This design comes from an exercise in tuning for a short achievable clock period and few clock cycles on the open sky130 flow, not from production work.
Only simulation tests tie the RTL to the original design; equivalence was not proved.
Power figures rest on the tool's default switching activity, not on a simulated workload.

### config.mk
export PLATFORM = sky130hd
export DESIGN_NAME = stepper_sequencer
export DESIGN_NICKNAME = stepper_sequencer
export VERILOG_FILES = /design/flow/design.v
export SDC_FILE = /design/flow/constraint.sdc
export NUM_CORES = 4
export LEC_CHECK = 0
export CAP_MARGIN = 20
export CORE_MARGIN = 2
export CORE_UTILIZATION = 40
export SLEW_MARGIN = 20
### constraint.sdc
create_clock -name core_clock -period 20.0 [get_ports {clk}]
set_input_delay 4.0000 -clock core_clock [delete_from_list [all_inputs] [get_ports {clk}]]
set_output_delay 4.0000 -clock core_clock [all_outputs]
set_load 0.01 [all_outputs]
### design.v
module stepper_sequencer (
    input  wire        clk,
    input  wire        rst,           
    input  wire        cmd_valid,
    output reg         cmd_ready,
    input  wire [47:0] cmd,
    output reg         rsp_valid,
    output reg  [39:0] rsp,
    output reg         ser_latch,
    output reg         ser_data,
    output reg         ser_clk,
    output wire [7:0]  duty_a1,
    output wire [7:0]  duty_b1,
    output wire [7:0]  duty_a2,
    output wire [7:0]  duty_b2,
    output reg         delay_req,
    output reg  [31:0] delay_ms,
    input  wire        delay_ack
);
    localparam [3:0] OP_NEW      = 4'd1;
    localparam [3:0] OP_SETSPEED = 4'd2;
    localparam [3:0] OP_ONESTEP  = 4'd3;
    localparam [3:0] OP_STEP     = 4'd4;
    localparam [3:0] OP_RELEASE  = 4'd5;
    localparam [3:0] OP_LATCHW   = 4'd6;
    localparam [2:0] ST_SINGLE     = 3'd1;
    localparam [2:0] ST_DOUBLE     = 3'd2;
    localparam [2:0] ST_INTERLEAVE = 3'd3;
    localparam [2:0] ST_MICROSTEP  = 3'd4;
    localparam [2:0] DIR_FWD = 3'd1;
    localparam [2:0] DIR_BWD = 3'd2;
    localparam [1:0] S_CONFIG = 2'd1;
    localparam [1:0] S_ARITH  = 2'd2;
    localparam [2:0] C_BAD_ENCODING    = 3'd1;
    localparam [2:0] C_BAD_PORT        = 3'd2;
    localparam [2:0] C_NOT_CONSTRUCTED = 3'd3;
    localparam [2:0] C_BAD_DIRECTION   = 3'd4;
    localparam [2:0] C_BAD_STYLE       = 3'd5;
    localparam [2:0] C_DIV_BY_ZERO     = 3'd1;
    localparam [25:0] SIXTY_MILLION = 26'd60000000;
    localparam [2:0] F_IDLE = 3'd0;
    localparam [2:0] F_DEC  = 3'd1;    
    localparam [2:0] F_TX   = 3'd2;    
    localparam [2:0] F_DA   = 3'd3;    
    localparam [2:0] F_DB   = 3'd4;    
    localparam [2:0] F_PW   = 3'd5;    
    localparam [2:0] F_DL   = 3'd6;    
    localparam [2:0] F_RSP  = 3'd7;    
    localparam [1:0] T_D0 = 2'd0;      
    localparam [1:0] T_C0 = 2'd1;      
    localparam [1:0] T_L1 = 2'd3;      
    reg [2:0]  state;
    reg [47:0] cmd_r;
    reg [7:0]  latch_word;
    reg        ctx_valid [1:2];
    reg [31:0] ctx_spr   [1:2];
    reg [5:0]  ctx_pos   [1:2];
    reg [25:0] ctx_usps  [1:2];
    reg [10:0] ctx_rem   [1:2];
    reg [7:0]  ctx_ocra  [1:2];
    reg [7:0]  ctx_ocrb  [1:2];
    reg [1:0]  tx_ph;
    reg [2:0]  tx_i;
    reg [7:0]  new_ocra;
    reg [7:0]  new_ocrb;
    reg [35:0] step_n;          
    reg        more;            
    reg        extra;           
    reg        b_pend;          
    reg        b_busy;
    reg        b_done;
    reg [1:0]  b_cnt;
    reg [25:0] b_num;           
    reg [9:0]  b_rem;
    reg [15:0] b_quo;
    reg        a_busy;
    reg        a_div;           
    reg        a_port;          
    reg [27:0] a_mc;            
    reg        a_mc_big;        
    reg [31:0] a_mp;            
    reg [27:0] a_acc;           
    reg        a_ovf;           
    reg [26:0] a_rem;
    reg [25:0] a_quo;
    reg [4:0]  a_cnt;
    wire [3:0]  f_op    = cmd_r[47:44];
    wire [2:0]  f_port  = cmd_r[43:41];
    wire [2:0]  f_dir   = cmd_r[40:38];
    wire [2:0]  f_style = cmd_r[37:35];
    wire [2:0]  f_rsv   = cmd_r[34:32];
    wire [31:0] f_imm   = cmd_r[31:0];
    wire        port_ok  = (f_port == 3'd1) || (f_port == 3'd2);
    wire        port_sel = f_port[1];             
    wire [1:0]  pidx     = port_sel ? 2'd2 : 2'd1;
    wire        dir_ok   = (f_dir == DIR_FWD) || (f_dir == DIR_BWD);
    wire        style_ok = (f_style >= ST_SINGLE) && (f_style <= ST_MICROSTEP);
    wire        micro    = (f_style == ST_MICROSTEP);
    reg enc_ok;
    always @(*) begin
        case (f_op)
            OP_NEW, OP_SETSPEED: enc_ok = (f_dir == 3'd0) && (f_style == 3'd0) && (f_rsv == 3'd0);
            OP_ONESTEP:          enc_ok = (f_rsv == 3'd0) && (f_imm == 32'd0);
            OP_STEP:             enc_ok = (f_rsv == 3'd0);
            OP_RELEASE:          enc_ok = (f_dir == 3'd0) && (f_style == 3'd0) && (f_rsv == 3'd0) && (f_imm == 32'd0);
            OP_LATCHW:           enc_ok = (f_port == 3'd0) && (f_dir == 3'd0) && (f_style == 3'd0) && (f_rsv == 3'd0) && (f_imm[31:16] == 16'd0);
            default:             enc_ok = 1'b0;
        endcase
    end
    reg        err;
    reg [1:0]  err_status;
    reg [2:0]  err_cause;
    always @(*) begin
        err        = 1'b1;
        err_status = S_CONFIG;
        err_cause  = 3'd0;
        if (!enc_ok)
            err_cause = C_BAD_ENCODING;
        else if (f_op == OP_LATCHW)
            err = 1'b0;
        else if (!port_ok)
            err_cause = C_BAD_PORT;
        else if (f_op != OP_NEW && !ctx_valid[pidx])
            err_cause = C_NOT_CONSTRUCTED;
        else if ((f_op == OP_ONESTEP || f_op == OP_STEP) && !dir_ok)
            err_cause = C_BAD_DIRECTION;
        else if ((f_op == OP_ONESTEP || f_op == OP_STEP) && !style_ok)
            err_cause = C_BAD_STYLE;
        else
            err = 1'b0;
    end
    function [7:0] curve;
        input [4:0] i;
        begin
            case (i)
                5'd0:  curve = 8'd0;
                5'd1:  curve = 8'd25;
                5'd2:  curve = 8'd50;
                5'd3:  curve = 8'd74;
                5'd4:  curve = 8'd98;
                5'd5:  curve = 8'd120;
                5'd6:  curve = 8'd141;
                5'd7:  curve = 8'd162;
                5'd8:  curve = 8'd180;
                5'd9:  curve = 8'd197;
                5'd10: curve = 8'd212;
                5'd11: curve = 8'd225;
                5'd12: curve = 8'd236;
                5'd13: curve = 8'd244;
                5'd14: curve = 8'd250;
                5'd15: curve = 8'd253;
                default: curve = 8'd255;
            endcase
        end
    endfunction
    function [3:0] phase8;
        input [2:0] k;
        begin
            case (k)
                3'd0: phase8 = 4'b0001;   
                3'd1: phase8 = 4'b0011;   
                3'd2: phase8 = 4'b0010;   
                3'd3: phase8 = 4'b0110;   
                3'd4: phase8 = 4'b0100;   
                3'd5: phase8 = 4'b1100;   
                3'd6: phase8 = 4'b1000;   
                default: phase8 = 4'b1001;   
            endcase
        end
    endfunction
    function [7:0] enbits;
        input       p2;
        input [3:0] s;
        begin
            if (!p2)
                enbits = {3'b000, s[3], s[2], s[0], s[1], 1'b0};         
            else
                enbits = {s[2], s[3], s[0], 4'b0000, s[1]};              
        end
    endfunction
    wire [7:0] pmask = port_sel ? 8'hE1 : 8'h1E;
    wire [5:0] cur_pos = ctx_pos[pidx];
    wire       idx_odd = cur_pos[3];
    reg [5:0] delta;
    always @(*) begin
        case (f_style)
            ST_SINGLE:     delta = idx_odd ? 6'd8  : 6'd16;
            ST_DOUBLE:     delta = idx_odd ? 6'd16 : 6'd8;
            ST_INTERLEAVE: delta = 6'd8;
            default:       delta = 6'd1;
        endcase
    end
    wire [5:0] next_pos = (f_dir == DIR_FWD) ? cur_pos + delta : cur_pos - delta;
    wire [1:0] nq   = next_pos[5:4];
    wire [3:0] noff = next_pos[3:0];
    wire [7:0] duty_lo = curve({1'b0, noff});
    wire [7:0] duty_hi = curve(5'd16 - {1'b0, noff});
    wire [7:0] next_ocra = nq[0] ? duty_lo : duty_hi;
    wire [7:0] next_ocrb = nq[0] ? duty_hi : duty_lo;
    wire [3:0] next_set = micro ? phase8({nq, 1'b1}) : phase8(next_pos[5:3]);
    wire [7:0] next_latch = (latch_word & ~pmask) | enbits(port_sel, next_set);
    wire tail_more = micro && (cur_pos != 6'd0) && (cur_pos != 6'd16);
    wire ch_a = (new_ocra != ctx_ocra[pidx]);
    wire ch_b = (new_ocrb != ctx_ocrb[pidx]);
    wire [25:0] usps_p = ctx_usps[pidx];
    wire [25:0] b_us   = micro ? (usps_p >> 4) :
                         (f_style == ST_INTERLEAVE) ? (usps_p >> 1) : usps_p;
    wire [13:0] b_pr = {b_rem, b_num[25:22]};
    reg  [3:0]  b_dig;
    reg  [13:0] b_sub;
    integer k;
    always @(*) begin
        b_dig = 4'd0;
        b_sub = 14'd0;
        for (k = 1; k < 16; k = k + 1) begin
            if (b_pr >= k * 1000) begin
                b_dig = k;
                b_sub = k * 1000;
            end
        end
    end
    wire [13:0] b_nrem = b_pr - b_sub;
    wire [15:0] pace_ms   = b_quo;
    wire [9:0]  pace_frac = b_rem;
    wire [28:0] a_sum    = {1'b0, a_acc} + {1'b0, a_mc};
    wire [27:0] a_addend = a_mp[0] ? a_mc : 28'd0;
    wire [28:0] a_nacc   = {1'b0, a_acc} + {1'b0, a_addend};
    wire        a_nbig   = a_mc_big | a_mc[27];           
    wire [31:0] a_nmp    = {1'b0, a_mp[31:1]};
    wire        a_novf   = a_ovf | (a_mp[0] & (a_mc_big | a_nacc[28] | a_nacc[27])) |
                           (a_nbig & (a_nmp != 32'd0));
    wire [26:0] a_shift  = {a_rem[25:0], SIXTY_MILLION[a_cnt]};
    wire        a_ge     = a_shift >= {1'b0, a_acc[25:0]};
    wire [26:0] a_nrem   = a_ge ? a_shift - {1'b0, a_acc[25:0]} : a_shift;
    wire a_hit = a_busy && (a_port == port_sel);
    assign duty_a1 = ctx_ocra[1];
    assign duty_b1 = ctx_ocrb[1];
    assign duty_a2 = ctx_ocra[2];
    assign duty_b2 = ctx_ocrb[2];
    integer i;
    wire do_last = (state == F_TX && tx_ph == T_L1 && (f_op == OP_LATCHW || (!ch_a && !ch_b))) ||
                   (state == F_DA && !ch_b) || (state == F_DB) || (state == F_PW);
    wire b_ready = b_done;
    always @(posedge clk) begin
        if (rst) begin
            state        <= F_IDLE;
            cmd_ready    <= 1'b0;
            cmd_r        <= 48'd0;
            latch_word   <= 8'd0;
            for (i = 1; i <= 2; i = i + 1) begin
                ctx_valid[i] <= 1'b0;
                ctx_spr[i]   <= 32'd0;
                ctx_pos[i]   <= 6'd0;
                ctx_usps[i]  <= 26'd0;
                ctx_rem[i]   <= 11'd0;
                ctx_ocra[i]  <= 8'd0;
                ctx_ocrb[i]  <= 8'd0;
            end
            tx_ph        <= T_D0;
            tx_i         <= 3'd0;
            new_ocra     <= 8'd0;
            new_ocrb     <= 8'd0;
            step_n       <= 36'd0;
            more         <= 1'b0;
            extra        <= 1'b0;
            b_pend       <= 1'b0;
            b_busy       <= 1'b0;
            b_done       <= 1'b0;
            b_cnt        <= 2'd0;
            b_num        <= 26'd0;
            b_rem        <= 10'd0;
            b_quo        <= 16'd0;
            a_busy       <= 1'b0;
            a_div        <= 1'b0;
            a_port       <= 1'b0;
            a_mc         <= 28'd0;
            a_mc_big     <= 1'b0;
            a_mp         <= 32'd0;
            a_acc        <= 28'd0;
            a_ovf        <= 1'b0;
            a_rem        <= 27'd0;
            a_quo        <= 26'd0;
            a_cnt        <= 5'd0;
            ser_latch    <= 1'b0;
            ser_data     <= 1'b0;
            ser_clk      <= 1'b0;
            delay_req    <= 1'b0;
            delay_ms     <= 32'd0;
            rsp_valid    <= 1'b0;
            rsp          <= 40'd0;
        end else begin
            if (a_busy) begin
                if (!a_div) begin
                    a_mp     <= a_nmp;
                    a_mc     <= {a_mc[26:0], 1'b0};
                    a_mc_big <= a_nbig;
                    a_ovf    <= a_novf;
                    if (a_mp[0])
                        a_acc <= a_nacc[27:0];
                    if (a_novf || a_nmp == 32'd0) begin
                        a_div <= 1'b1;
                        a_rem <= 27'd0;
                        a_cnt <= 5'd25;
                    end
                end else begin
                    if (a_ovf || a_acc > {2'b0, SIXTY_MILLION}) begin
                        ctx_usps[a_port ? 2 : 1] <= 26'd0;
                        a_busy <= 1'b0;
                    end else begin
                        a_rem <= a_nrem;
                        a_quo <= {a_quo[24:0], a_ge};
                        a_cnt <= a_cnt - 5'd1;
                        if (a_cnt == 5'd0) begin
                            ctx_usps[a_port ? 2 : 1] <= {a_quo[24:0], a_ge};
                            a_busy <= 1'b0;
                        end
                    end
                end
            end
            if (b_pend && !a_hit) begin
                b_pend <= 1'b0;
                b_busy <= 1'b1;
                b_num  <= {b_us[15:0], 10'd0};
                b_rem  <= b_us[25:16];
                b_quo  <= 16'd0;
                b_cnt  <= 2'd0;
            end else if (b_busy) begin
                b_num <= {b_num[21:0], 4'd0};
                b_rem <= b_nrem[9:0];
                b_quo <= {b_quo[11:0], b_dig};
                b_cnt <= b_cnt + 2'd1;
                if (b_cnt == 2'd3) begin
                    b_busy <= 1'b0;
                    b_done <= 1'b1;
                end
            end
            rsp_valid <= 1'b0;
            case (state)
                F_IDLE: begin
                    cmd_ready <= 1'b1;
                    if (cmd_ready)
                        cmd_r <= cmd;
                    if (cmd_ready && cmd_valid) begin
                        cmd_ready <= 1'b0;
                        state     <= F_DEC;
                    end
                end
                F_DEC: begin
                    rsp   <= 40'd0;
                    tx_ph <= T_D0;
                    tx_i  <= 3'd0;
                    if (err) begin
                        rsp       <= {err_status, err_cause, 35'd0};
                        rsp_valid <= 1'b1;
                        state     <= F_RSP;
                    end else begin
                        case (f_op)
                            OP_NEW: begin
                                if (!a_hit) begin
                                    ctx_valid[pidx] <= 1'b1;
                                    ctx_spr[pidx]   <= f_imm;
                                    ctx_pos[pidx]   <= 6'd0;
                                    ctx_usps[pidx]  <= 26'd0;
                                    ctx_rem[pidx]   <= 11'd0;
                                    rsp_valid       <= 1'b1;
                                    state           <= F_RSP;
                                end
                            end
                            OP_SETSPEED: begin
                                if (ctx_spr[pidx] == 32'd0 || f_imm == 32'd0) begin
                                    rsp       <= {S_ARITH, C_DIV_BY_ZERO, 35'd0};
                                    rsp_valid <= 1'b1;
                                    state     <= F_RSP;
                                end else if (!a_busy) begin
                                    ctx_rem[pidx] <= 11'd0;
                                    a_busy   <= 1'b1;
                                    a_div    <= 1'b0;
                                    a_port   <= port_sel;
                                    a_acc    <= 28'd0;
                                    a_ovf    <= 1'b0;
                                    if (ctx_spr[pidx] > f_imm) begin
                                        a_mc     <= ctx_spr[pidx][27:0];
                                        a_mc_big <= |ctx_spr[pidx][31:28];
                                        a_mp     <= f_imm;
                                    end else begin
                                        a_mc     <= f_imm[27:0];
                                        a_mc_big <= |f_imm[31:28];
                                        a_mp     <= ctx_spr[pidx];
                                    end
                                    rsp_valid <= 1'b1;
                                    state     <= F_RSP;
                                end
                            end
                            OP_ONESTEP, OP_STEP: begin
                                if (f_op == OP_STEP && f_imm == 32'd0 && !tail_more) begin
                                    rsp_valid <= 1'b1;
                                    state     <= F_RSP;
                                end else begin
                                    ctx_pos[pidx] <= next_pos;
                                    latch_word    <= next_latch;
                                    new_ocra      <= next_ocra;
                                    new_ocrb      <= next_ocrb;
                                    if (f_op == OP_ONESTEP)
                                        rsp <= {34'd0, next_pos};
                                    step_n <= micro ? {f_imm, 4'd0} - {35'd0, f_imm != 32'd0}
                                                    : {4'd0, f_imm} - {35'd0, f_imm != 32'd0};
                                    b_pend <= (f_op == OP_STEP);
                                    b_done <= 1'b0;
                                    if (ser_latch) ser_latch <= 1'b0;
                                    state <= F_TX;
                                end
                            end
                            OP_RELEASE: begin
                                latch_word <= latch_word & ~pmask;
                                new_ocra   <= 8'd0;
                                new_ocrb   <= 8'd0;
                                if (ser_latch) ser_latch <= 1'b0;
                                state      <= F_TX;
                            end
                            default: begin   
                                latch_word <= (latch_word & ~f_imm[15:8]) | (f_imm[7:0] & f_imm[15:8]);
                                if (ser_latch) ser_latch <= 1'b0;
                                state      <= F_TX;
                            end
                        endcase
                    end
                end
                F_TX: begin
                    if (tx_ph == T_L1) begin
                        ser_latch <= 1'b1;
                        if (f_op != OP_LATCHW && ch_a)
                            state <= F_DA;
                        else if (f_op != OP_LATCHW && ch_b)
                            state <= F_DB;
                    end else if (tx_ph == T_D0 && ser_data) begin
                        ser_data <= 1'b0;
                        tx_ph    <= T_C0;
                    end else if (ser_clk) begin
                        ser_clk <= 1'b0;
                        tx_ph   <= T_C0;
                    end else if (ser_data != latch_word[~tx_i]) begin
                        ser_data <= latch_word[~tx_i];
                        tx_ph    <= T_C0;
                    end else begin
                        ser_clk <= 1'b1;
                        tx_i    <= tx_i + 3'd1;
                        tx_ph   <= (tx_i == 3'd7) ? T_L1 : T_C0;
                    end
                end
                F_DA: begin
                    ctx_ocra[pidx] <= new_ocra;
                    if (ch_b)
                        state <= F_DB;
                end
                F_DB: begin
                    ctx_ocrb[pidx] <= new_ocrb;
                end
                F_DL: begin
                    if (delay_ack) begin
                        if (extra) begin
                            extra    <= 1'b0;
                            delay_ms <= 32'd1;
                        end else begin
                            delay_req <= 1'b0;
                            if (more) begin
                                ser_latch <= 1'b0;
                                tx_ph     <= T_D0;
                                tx_i      <= 3'd0;
                                state     <= F_TX;
                            end else begin
                                rsp_valid <= 1'b1;
                                state     <= F_RSP;
                            end
                        end
                    end
                end
                F_RSP: begin
                    cmd_ready <= 1'b1;
                    state     <= F_IDLE;
                end
                default: state <= F_IDLE;
            endcase
            if (do_last) begin
                if (f_op != OP_STEP) begin
                    rsp_valid <= 1'b1;
                    state     <= F_RSP;
                end else if (!b_ready) begin
                    state <= F_PW;
                end else begin
                    delay_req <= 1'b1;
                    delay_ms  <= {16'd0, pace_ms};
                    if (ctx_rem[pidx] + {1'b0, pace_frac} > 11'd1000) begin
                        extra          <= 1'b1;
                        ctx_rem[pidx]  <= ctx_rem[pidx] + {1'b0, pace_frac} - 11'd1000;
                    end else begin
                        extra          <= 1'b0;
                        ctx_rem[pidx]  <= ctx_rem[pidx] + {1'b0, pace_frac};
                    end
                    more <= (step_n != 36'd0) || tail_more;
                    if ((step_n != 36'd0) || tail_more) begin
                        ctx_pos[pidx] <= next_pos;
                        latch_word    <= next_latch;
                        new_ocra      <= next_ocra;
                        new_ocrb      <= next_ocrb;
                        if (step_n != 36'd0)
                            step_n <= step_n - 36'd1;
                    end
                    state <= F_DL;
                end
            end
        end
    end
endmodule
### run.sh
#!/bin/bash
# synth_recipe.tcl (not shown) runs the flow's synth.tcl, then flattens the netlist and writes it again
# the make line also repeats each setting of config.mk as NAME=value (left out here)
make -C /OpenROAD-flow-scripts/flow DESIGN_CONFIG=/design/flow/config.mk WORK_HOME=/design/flow/orfs CLKGATE_MAP_FILE= SYNTH_SCRIPT=/design/flow/synth_recipe.tcl finish
==> results.ini <==
[synth]
yosysSeqAreaShare_pct = 35.7
avgSynthCellArea_um2 = 8.50
synth-main-ff-cell = dfxtp_1
synth_edf_count = 66
yosys_warnings = 1
ys_top_cells_by_count = 481 x dfxtp_1, 456 x nand2_1, 355 x a21oi_1
syn_area_um2 = 32500
synth.top_cell.area_share_pct = 29.6
synth_cell_types = 91
ys_seq_elements = 547
yosysMostFrequentCell = dfxtp_1
yosys.area.top_type = dfxtp_1
netlist_instances = 3830
synthTopCellsByArea = dfxtp_1 30%, mux2i_1 6.9%, edfxtp_1 6.1%
async_flop_share_pct = 0

[clock_network]
cts_buffers = 66
cts.path.max_buffers = 3
hold_buffers = 0
clock_sinks = 547
path_clk_slew_ns = 0.06
htreeDepth = 3
cts_tree = yes
root_buffer = clkbuf_16
post-cts-setup-buffers = 0
cts_resized = 0
insertion_delay_ns = 0.63

[worst_setup_path]
cp_cell_sequence = buf_8 > buf_4 > buf_4 > nor4_1
worstPathArrival_ns = 6.45
crit_required_ns = 20.34
r2r_start = cmd_r[42]$_SDFFE_PP0P_
rrSetupSlack_ns = 14.31
critical_path.max_stage_delay_ns = 0.87
cpMostUsedCell = buf_4
criticalPathCategory = input pin to register
crit_buf_inv = 3
crit_family = buffers and inverters
critPathLaunchType = input pin
path_max_fanout = 98
r2r_cells = 15
crit_path_end_kind = register
r2r_end = latch_word[7]$_SDFF_PP0_
worst_path_max_delay_cell = buf_4

[timing]
hold_violations = 0
slew_headroom_pct = 30.8
clock.fmax_ghz = 0.164
maxSlewViolCount = 0
worst_slew_pin_slew_ns = 1.04
min_period_ns = 6.11
finalSetupViolCount = 0
whs_ns = 0.455
rsz0062_at_grt = no
finalCritPeriodShare_pct = 30.6
setup_tns_ns = 0
finalClockSkew_ns = 0.0438

[routing]
drtPass1Iterations = 6
num_vias = 28300
drc_errors = 0
ant_nets = 0
vias_per_cell = 5.75
post_drt_wl_per_cell_um = 19.3
finalWirelength_um = 95100
drt_iter0_markers = 2029

[final_layout]
final_util_pct = 45.6
seqCellArea_um2 = 11600
stdcell_count = 4931
synthToLayoutAreaGrowth_pct = 12.8
multi_input_area_um2 = 19400
nFillCells = 7890
drive_gt1_share_pct = 9.12
layout.nets = 4005

[place]
gp_congestion = 0.905
dp.cells = 4809
port-buffer-count = 132
hpwlAfterDp_um = 66700

[global_routing]
grt_start_max_net_pins = 99
grtUsageTotal_pct = 22.2
grt-ovfl-total = 0
grt_pass1_vias = 26400
antenna_found_initial = 1
grt_pass1_wl_um = 150000

[die]
dieArea_um2 = 83700
initial_utilization_pct = 40.4
pin_count = 162
die_w_um = 289
design.core.area_um2 = 80500
die_y_um = 289
rows = 104

[min_path]
holdPathEnd = ctx_spr[2][19]$_SDFFE_PP0P_
hold_class = register to register
worstHoldStart = ctx_spr[2][19]$_SDFFE_PP0P_
hold_depth = 2

[pwr]
vdd_drop_max_mv = 0.122
fin_total_pwr_mw = 4.16
power.density_nw_per_um2 = 113
p_leak_nw = 13.5

[run]
cap_violations = 0

[outcome]
status = no timing/DRC/antenna violations

-- worst register-to-register path, stage by stage, from the launching register on --
cell      delay (ns)
dfxtp_4         0.91
buf_4           0.69
mux2i_1         0.54
mux2i_1         0.23
o21ai_0         0.09
ha_1            0.37
o21ai_0         0.10
o21bai_1        0.08
a21oi_1         0.18
xor2_1          0.77
inv_1           0.29
mux2i_1         0.19
a21oi_1         0.40
a311oi_1        0.15
or3_1           0.35
a221oi_1        0.27
-- cell families (layout without fill, tap and decap cells) --
group           Yosys count  after routing  share of synthesized area, %
other cells               1             30                        0.0115
mux                     289            289                          9.56
flops                   547            547                          35.7
simple gates           1304           1304                          19.2
compound gates         1020           1020                          21.4
fa+ha+maj               135            135                          5.30
buf+inv                 409            421                          5.45
xor+xnor                125            125                          3.36
-- registers in the layout (all words and copies together), names as in the netlist, 26 cells and up --
register	count
ctx_spr	64
ctx_usps	52
cmd_r	48
step_n	36
a_mp	32
delay_ms	32
a_acc	28
a_mc	28
a_rem	26
-- cell usage in the layout (no fill, tap or decap), types with 26 or more instances in the layout --
master           synthesis  routed
o22ai_2                 58      58
nor2_1                 317     315
ha_1                   130     130
nor4_1                  84      83
a31oi_1                 37      37
buf_4                   29      54
nand4_1                 27      27
nand2b_1                27      26
nor3_1                  77      75
a21oi_1                355     354
o211ai_1                43      43
a211oi_1                60      59
o2bb2ai_1               30      30
inv_1                  109     109
dfxtp_1                481     479
conb_1                   1      29
a21o_1                  47      47
mux2i_1                223     223
a22oi_1                 64      64
and2_1                  73      71
xnor2_1                 93      93
xor2_1                  32      32
mux2_2                  54      54
nand3_1                 82      82
clkdlybuf4s50_1          0     131
o21ai_0                116     116
clkbuf_16                0      68
nand2_1                456     454
edfxtp_1                66      66
-- cell type report --
type | count | share of cell area [%]
Multi-Input combinational cell | 2902 | 52.7
Sequential cell | 547 | 31.6
Clock buffer | 95 | 5.27
Timing Repair Buffer | 187 | 4.79
Tap cell | 1060 | 3.61
Inverter | 114 | 1.17
Clock inverter | 25 | 0.797
Antenna cell | 1 | 0.00682
-- how the worst max path moves through the flow --
stage	end	from	depth (start not counted)	slack [ns]
final	ctx_spr[1][20]$_DFFE_PP_	rst	4	13.89
after global routing	ctx_spr[1][21]$_DFFE_PP_	rst	4	13.74
after CTS	step_n[35]$_SDFF_PP0_	rst	5	13.98
after detailed placement	ctx_spr[1][20]$_DFFE_PP_	rst	4	13.31
after global placement	ctx_spr[1][26]$_DFFE_PP_	rst	4	13.34
after floorplan	ctx_spr[1][0]$_DFFE_PP_	rst	5	13.99
-- where the power goes --
part / leakage [nW] / internal, mW / total (mW) / switching (mW)
Clock: 1.09 / 0.720 / 1.23 / 0.508
Sequential: 4.56 / 1.16 / 1.28 / 0.122
Combinational: 7.83 / 0.595 / 1.65 / 1.06
Total: 13.5 / 2.47 / 4.16 / 1.69
-- through the flow --
| stage | setup slack [ns] | cell area, um^2 |
|---|---|---|
| CTS | 13.98 | 36700 |
| global route | 13.74 | 36700 |
| finish | 13.89 | 36700 |
| global placement | 13.34 | 34500 |
| detailed placement | 13.31 | 34500 |
| floorplan | 13.99 | 32700 |
-- per-layer routing --
layer	routed length [um]	share of wire, %	vias to the layer above	global-route usage (%)
met5	11	0.012	-	0
li1	-	-	13900	-
met3	5480	5.8	140	3.27
met1	44600	47	13500	31.4
met4	2010	2.1	2	5.53
met2	43000	45	821	35.4
Testbench counts, summed over its fixed seeds: cycles 192,919.

[separate check: timing with driven ports]
No port has a modelled driver above. Below, the same layout with a new extraction and two added sets of constraints.
Step 1, drivers: a clkbuf_16 drives clk and a buf_2 each remaining input, both assumed.
Step 2 times the ports against the registers' clock, not the clock port: input delays grow and output delays shrink by t, the midpoint of the rising clock arrivals with the driver on.
Slacks: ideal ports / drivers / drivers and shift; pairs: ideal ports / drivers.
shift t [ns]: 0.678
setup WS [ns]: 13.888 / 13.862 / 13.183
worst setup path at the end: input to register
worst slew at a driven data input, ns: 0.09
After both steps this run still meets setup and hold. For this run, drivers alone change the setup slack by -0.026 ns; drivers and shift together by -0.705 ns.
